This design comes from an exercise in tuning for a short achievable clock period and few clock cycles per item on the open sky130 flow, not from production work. Where RTL was checked, it was by simulation tests only, not by an equivalence proof against the original.

==> 05-09: inputs <==
Design mppc_tokdec, start of the top module:
module mppc_tokdec (
    input  wire        clk,
    input  wire        rst,
    input  wire        in_valid,
    output reg         in_ready,
    input  wire [31:0] in_data,
    input  wire        in_last,
    input  wire [1:0]  in_bytes,
    output reg         out_valid,
    input  wire        out_ready,
    output reg  [1:0]  out_type,
    output reg  [7:0]  out_lit,
    output reg  [12:0] out_off,
    output reg  [12:0] out_len
);
==> flow/config.mk <==
export PLATFORM = sky130hd
export DESIGN_NAME = mppc_tokdec
export DESIGN_NICKNAME = mppc_tokdec
export VERILOG_FILES = /design/flow/design.v
export SDC_FILE = /design/flow/constraint.sdc
export NUM_CORES = 4
export LEC_CHECK = 0
export CAP_MARGIN = 20
export CORE_MARGIN = 2
export CORE_UTILIZATION = 30
export GPL_ROUTABILITY_DRIVEN = 1
export PLACE_DENSITY = 0.36
export SLEW_MARGIN = 20
==> flow/constraint.sdc <==
create_clock -name core_clock -period 10.0 [get_ports {clk}]
set_input_delay 2.0000 -clock core_clock [delete_from_list [all_inputs] [get_ports {clk}]]
set_output_delay 2.0000 -clock core_clock [all_outputs]
set_load 0.01 [all_outputs]
standard.sh (not shown) runs the stock make flow with config.mk's settings and CLKGATE_MAP_FILE= SYNTH_SCRIPT=/design/flow/synth_recipe.tcl, a recipe that flattens the netlist after the stock synthesis.
==> flow/flow/run.sh <==
#!/bin/bash
export SETUP_SLACK_MARGIN=6.5
bash standard.sh > standard.log 2>&1
status=$?
exit $status
==> 03-16: changes against 05-09 <==
--- a/flow/design.v
+++ b/flow/design.v
@@ -39,35 +39,31 @@
     reg [W-1:0]   tl;         
     wire [W-1:0] hdm1  = {hd[0], hd[W-1:1]};    
     wire [31:0]  q_d   = qrp ? qd1 : qd0;
     wire         q_l   = qrp ? ql1 : ql0;
     wire [2:0]   q_n   = qrp ? qn1 : qn0;
     wire         wr_go = qv[qrp] && ((sv & hd) == {W{1'b0}});
-    reg [W-1:0]   sv_n, snv_n, slast_n;
-    reg [3*W-1:0] snb_n;
-    reg  [13*W-1:0] th;       
-    reg  [W-1:0]    sek;      
-    wire [13*W-1:0] th_n;
-    wire [W-1:0]    sek_n;
+    wire [13*W-1:0] th;       
+    wire [W-1:0]    sek;      
     genvar s;
     generate
         for (s = 0; s < W; s = s + 1) begin : g_meta
             localparam integer S1 = (s + 1) % W;
             localparam integer S2 = (s + 2) % W;
-            wire [3:0] bav = !sv_n[s]     ? 4'd0
-                           : slast_n[s]   ? {1'b0, snb_n[3*s +: 3]}
-                           : !snv_n[s]    ? 4'd4
-                           : slast_n[S1]  ? 4'd4 + {1'b0, snb_n[3*S1 +: 3]}
-                           : !snv_n[S1]   ? 4'd8
-                           : slast_n[S2]  ? 4'd8 + {1'b0, snb_n[3*S2 +: 3]}
-                           :                4'd12;
-            assign sek_n[s] = sv_n[s] && (slast_n[s] || (snv_n[s] && (slast_n[S1] ||
-                              (snv_n[S1] && slast_n[S2]))));
+            wire [3:0] bav = !sv[s]     ? 4'd0
+                           : slast[s]   ? {1'b0, snb[3*s +: 3]}
+                           : !snv[s]    ? 4'd4
+                           : slast[S1]  ? 4'd4 + {1'b0, snb[3*S1 +: 3]}
+                           : !snv[S1]   ? 4'd8
+                           : slast[S2]  ? 4'd8 + {1'b0, snb[3*S2 +: 3]}
+                           :              4'd12;
+            assign sek[s] = sv[s] && (slast[s] || (snv[s] && (slast[S1] ||
+                            (snv[S1] && slast[S2]))));
             genvar xx;
             for (xx = 0; xx < 13; xx = xx + 1) begin : g_th
-                assign th_n[13*s + xx] = (bav >= xx);
+                assign th[13*s + xx] = (bav >= xx);
             end
         end
     endgenerate
     reg [41*N-1:0] A;         
     reg [3*N-1:0]  Z;         
     reg [N-1:0]    ER;        
@@ -227,37 +223,27 @@
     wire        load   = !out_valid || out_ready;
     wire        f_ne   = (fcnt != 5'd0);
     wire [35:0] f_head = fq[frp];
     wire [3:0] ecnt_n  = ecnt + {3'd0, emit} - {3'd0, taken_r};
     wire       do_free = |(tl & sv & ~cs);
     reg [1:0]   qv_n;
-    integer ns;
+    reg [W-1:0] sv_n, snv_n;
     always @(*) begin
         qv_n = qv;
         if (wr_go) qv_n[qrp] = 1'b0;
         if (in_fire) qv_n[qwp] = 1'b1;
-        sv_n    = sv;
-        snv_n   = snv;
-        slast_n = slast;
-        snb_n   = snb;
+        sv_n = sv;
+        snv_n = snv;
         if (wr_go) begin
-            sv_n    = sv_n | hd;
-            snv_n   = (snv_n & ~hd) | hdm1;
-            slast_n = (slast & ~hd) | (q_l ? hd : {W{1'b0}});
-            for (ns = 0; ns < W; ns = ns + 1)
-                if (hd[ns]) snb_n[3*ns +: 3] = q_n;
+            sv_n  = sv_n | hd;
+            snv_n = (snv_n & ~hd) | hdm1;
         end
         if (do_free) begin
             sv_n  = sv_n & ~tl;
             snv_n = snv_n & ~tl;
         end
-        if (rst) begin
-            sv_n    = {W{1'b0}};
-            snv_n   = {W{1'b0}};
-            slast_n = {W{1'b0}};
-        end
     end
     integer si, bi;
     always @(posedge clk) begin
         if (in_ready && !qwp) begin
             qd0 <= in_data; ql0 <= in_last; qn0 <= in_nb;
         end
@@ -265,16 +251,14 @@
             qd1 <= in_data; ql1 <= in_last; qn1 <= in_nb;
         end
         for (si = 0; si < W; si = si + 1)
             if (wr_go && hd[si]) begin
                 for (bi = 0; bi < 32; bi = bi + 1)
                     rb[32*si + bi] <= q_d[31 - bi];
+                snb[3*si +: 3] <= q_n;
             end
-        snb <= snb_n;
-        th  <= th_n;
-        sek <= sek_n;
         x1_seg <= seg_n;
         x1_ob  <= ob;
         x1_k   <= ev_kind;
         x2_w   <= w_n;
         x2_k   <= x1_k;
         x3_t   <= dt;
@@ -314,17 +298,18 @@
             out_valid <= 1'b0;
         end else begin
             qv <= qv_n;
             if (in_fire) qwp <= !qwp;
             if (wr_go) qrp <= !qrp;
             in_ready <= !qv_n[qwp ^ in_fire];
-            sv    <= sv_n;
-            snv   <= snv_n;
-            slast <= slast_n;
-            if (wr_go)
-                hd <= {hd[W-2:0], hd[W-1]};
+            sv  <= sv_n;
+            snv <= snv_n;
+            if (wr_go) begin
+                slast <= (slast & ~hd) | (q_l ? hd : {W{1'b0}});
+                hd    <= {hd[W-2:0], hd[W-1]};
+            end
             if (do_free)
                 tl <= {tl[W-2:0], tl[W-1]};
             if (en) begin
                 if (E) begin
                     E <= 1'b0;
                 end else if (S) begin
==> flow/run.sh (new file) <==
#!/bin/bash
# synth_recipe.tcl (not shown) runs the flow's synth.tcl, then flattens the netlist and writes it again
# the make line also repeats each setting of config.mk as NAME=value (left out here)
make -C /OpenROAD-flow-scripts/flow DESIGN_CONFIG=/design/flow/config.mk WORK_HOME=/design/flow/orfs CLKGATE_MAP_FILE= SYNTH_SCRIPT=/design/flow/synth_recipe.tcl finish
Settings changed: CORE_UTILIZATION 30 to 40, GPL_ROUTABILITY_DRIVEN 1 to not set, PLACE_DENSITY 0.36 to not set.
removed: flow/flow/run.sh
removed: flow/standard.sh
==> summary.txt <==
- 05-09 never finished: it broke off in global routing with GRT-0232. 03-16 never finished: it broke off in global routing, error GRT-0116.
- Of 03-16 and 05-09, 05-09 has the higher area after synthesis (gap 2.8%, measured against 05-09).
- Against 03-16, the synthesized cell count of 05-09 is higher by about 3%.
==> figures <==
metric                                                                                    05-09                   03-16
Postcts setup bufs                                                                        1,345                       0
Initial cell density of the core                                                          30.1%                   40.2%
Share of synthesized area spent on multiplexers                                           2.14%                   2.19%
Die span in x                                                                       890 microns             760 microns
Number of clock sinks                                                                     4,429                   4,385
Compound-cell area share of the yosys netlist                                             28.2%                   28.4%
EDFF count, synth                                                                           812                     824
Post-synthesis xor/xnor area fraction                                                   0.0670%                 0.0689%
Number of distinct standard cells referenced by the synthesized netlist                     109                     122
Number of nets in the synthesized netlist                                                27,800                  27,000
Status                                                                   stopped before the end  stopped before the end
Stage where the flow stopped                                                     global routing          global routing
Simple-gate share of the synthesized area                                                 22.4%                   21.8%
Routability congestion estimate                                                            1.22                    1.37
Adder-cell share of the synthesized area                                                 0.113%                  0.116%
Share of the yosys chip area belonging to registers                                       41.1%                   42.0%
Overall die height                                                                  890 microns             760 microns
TritonCTS buffer count                                                                      551                     483
Testbench counts of 05-09, summed over its fixed seeds: cycles 19,620, tokens 19,554.
The RTL of 03-16 was laid out without a check of its function.
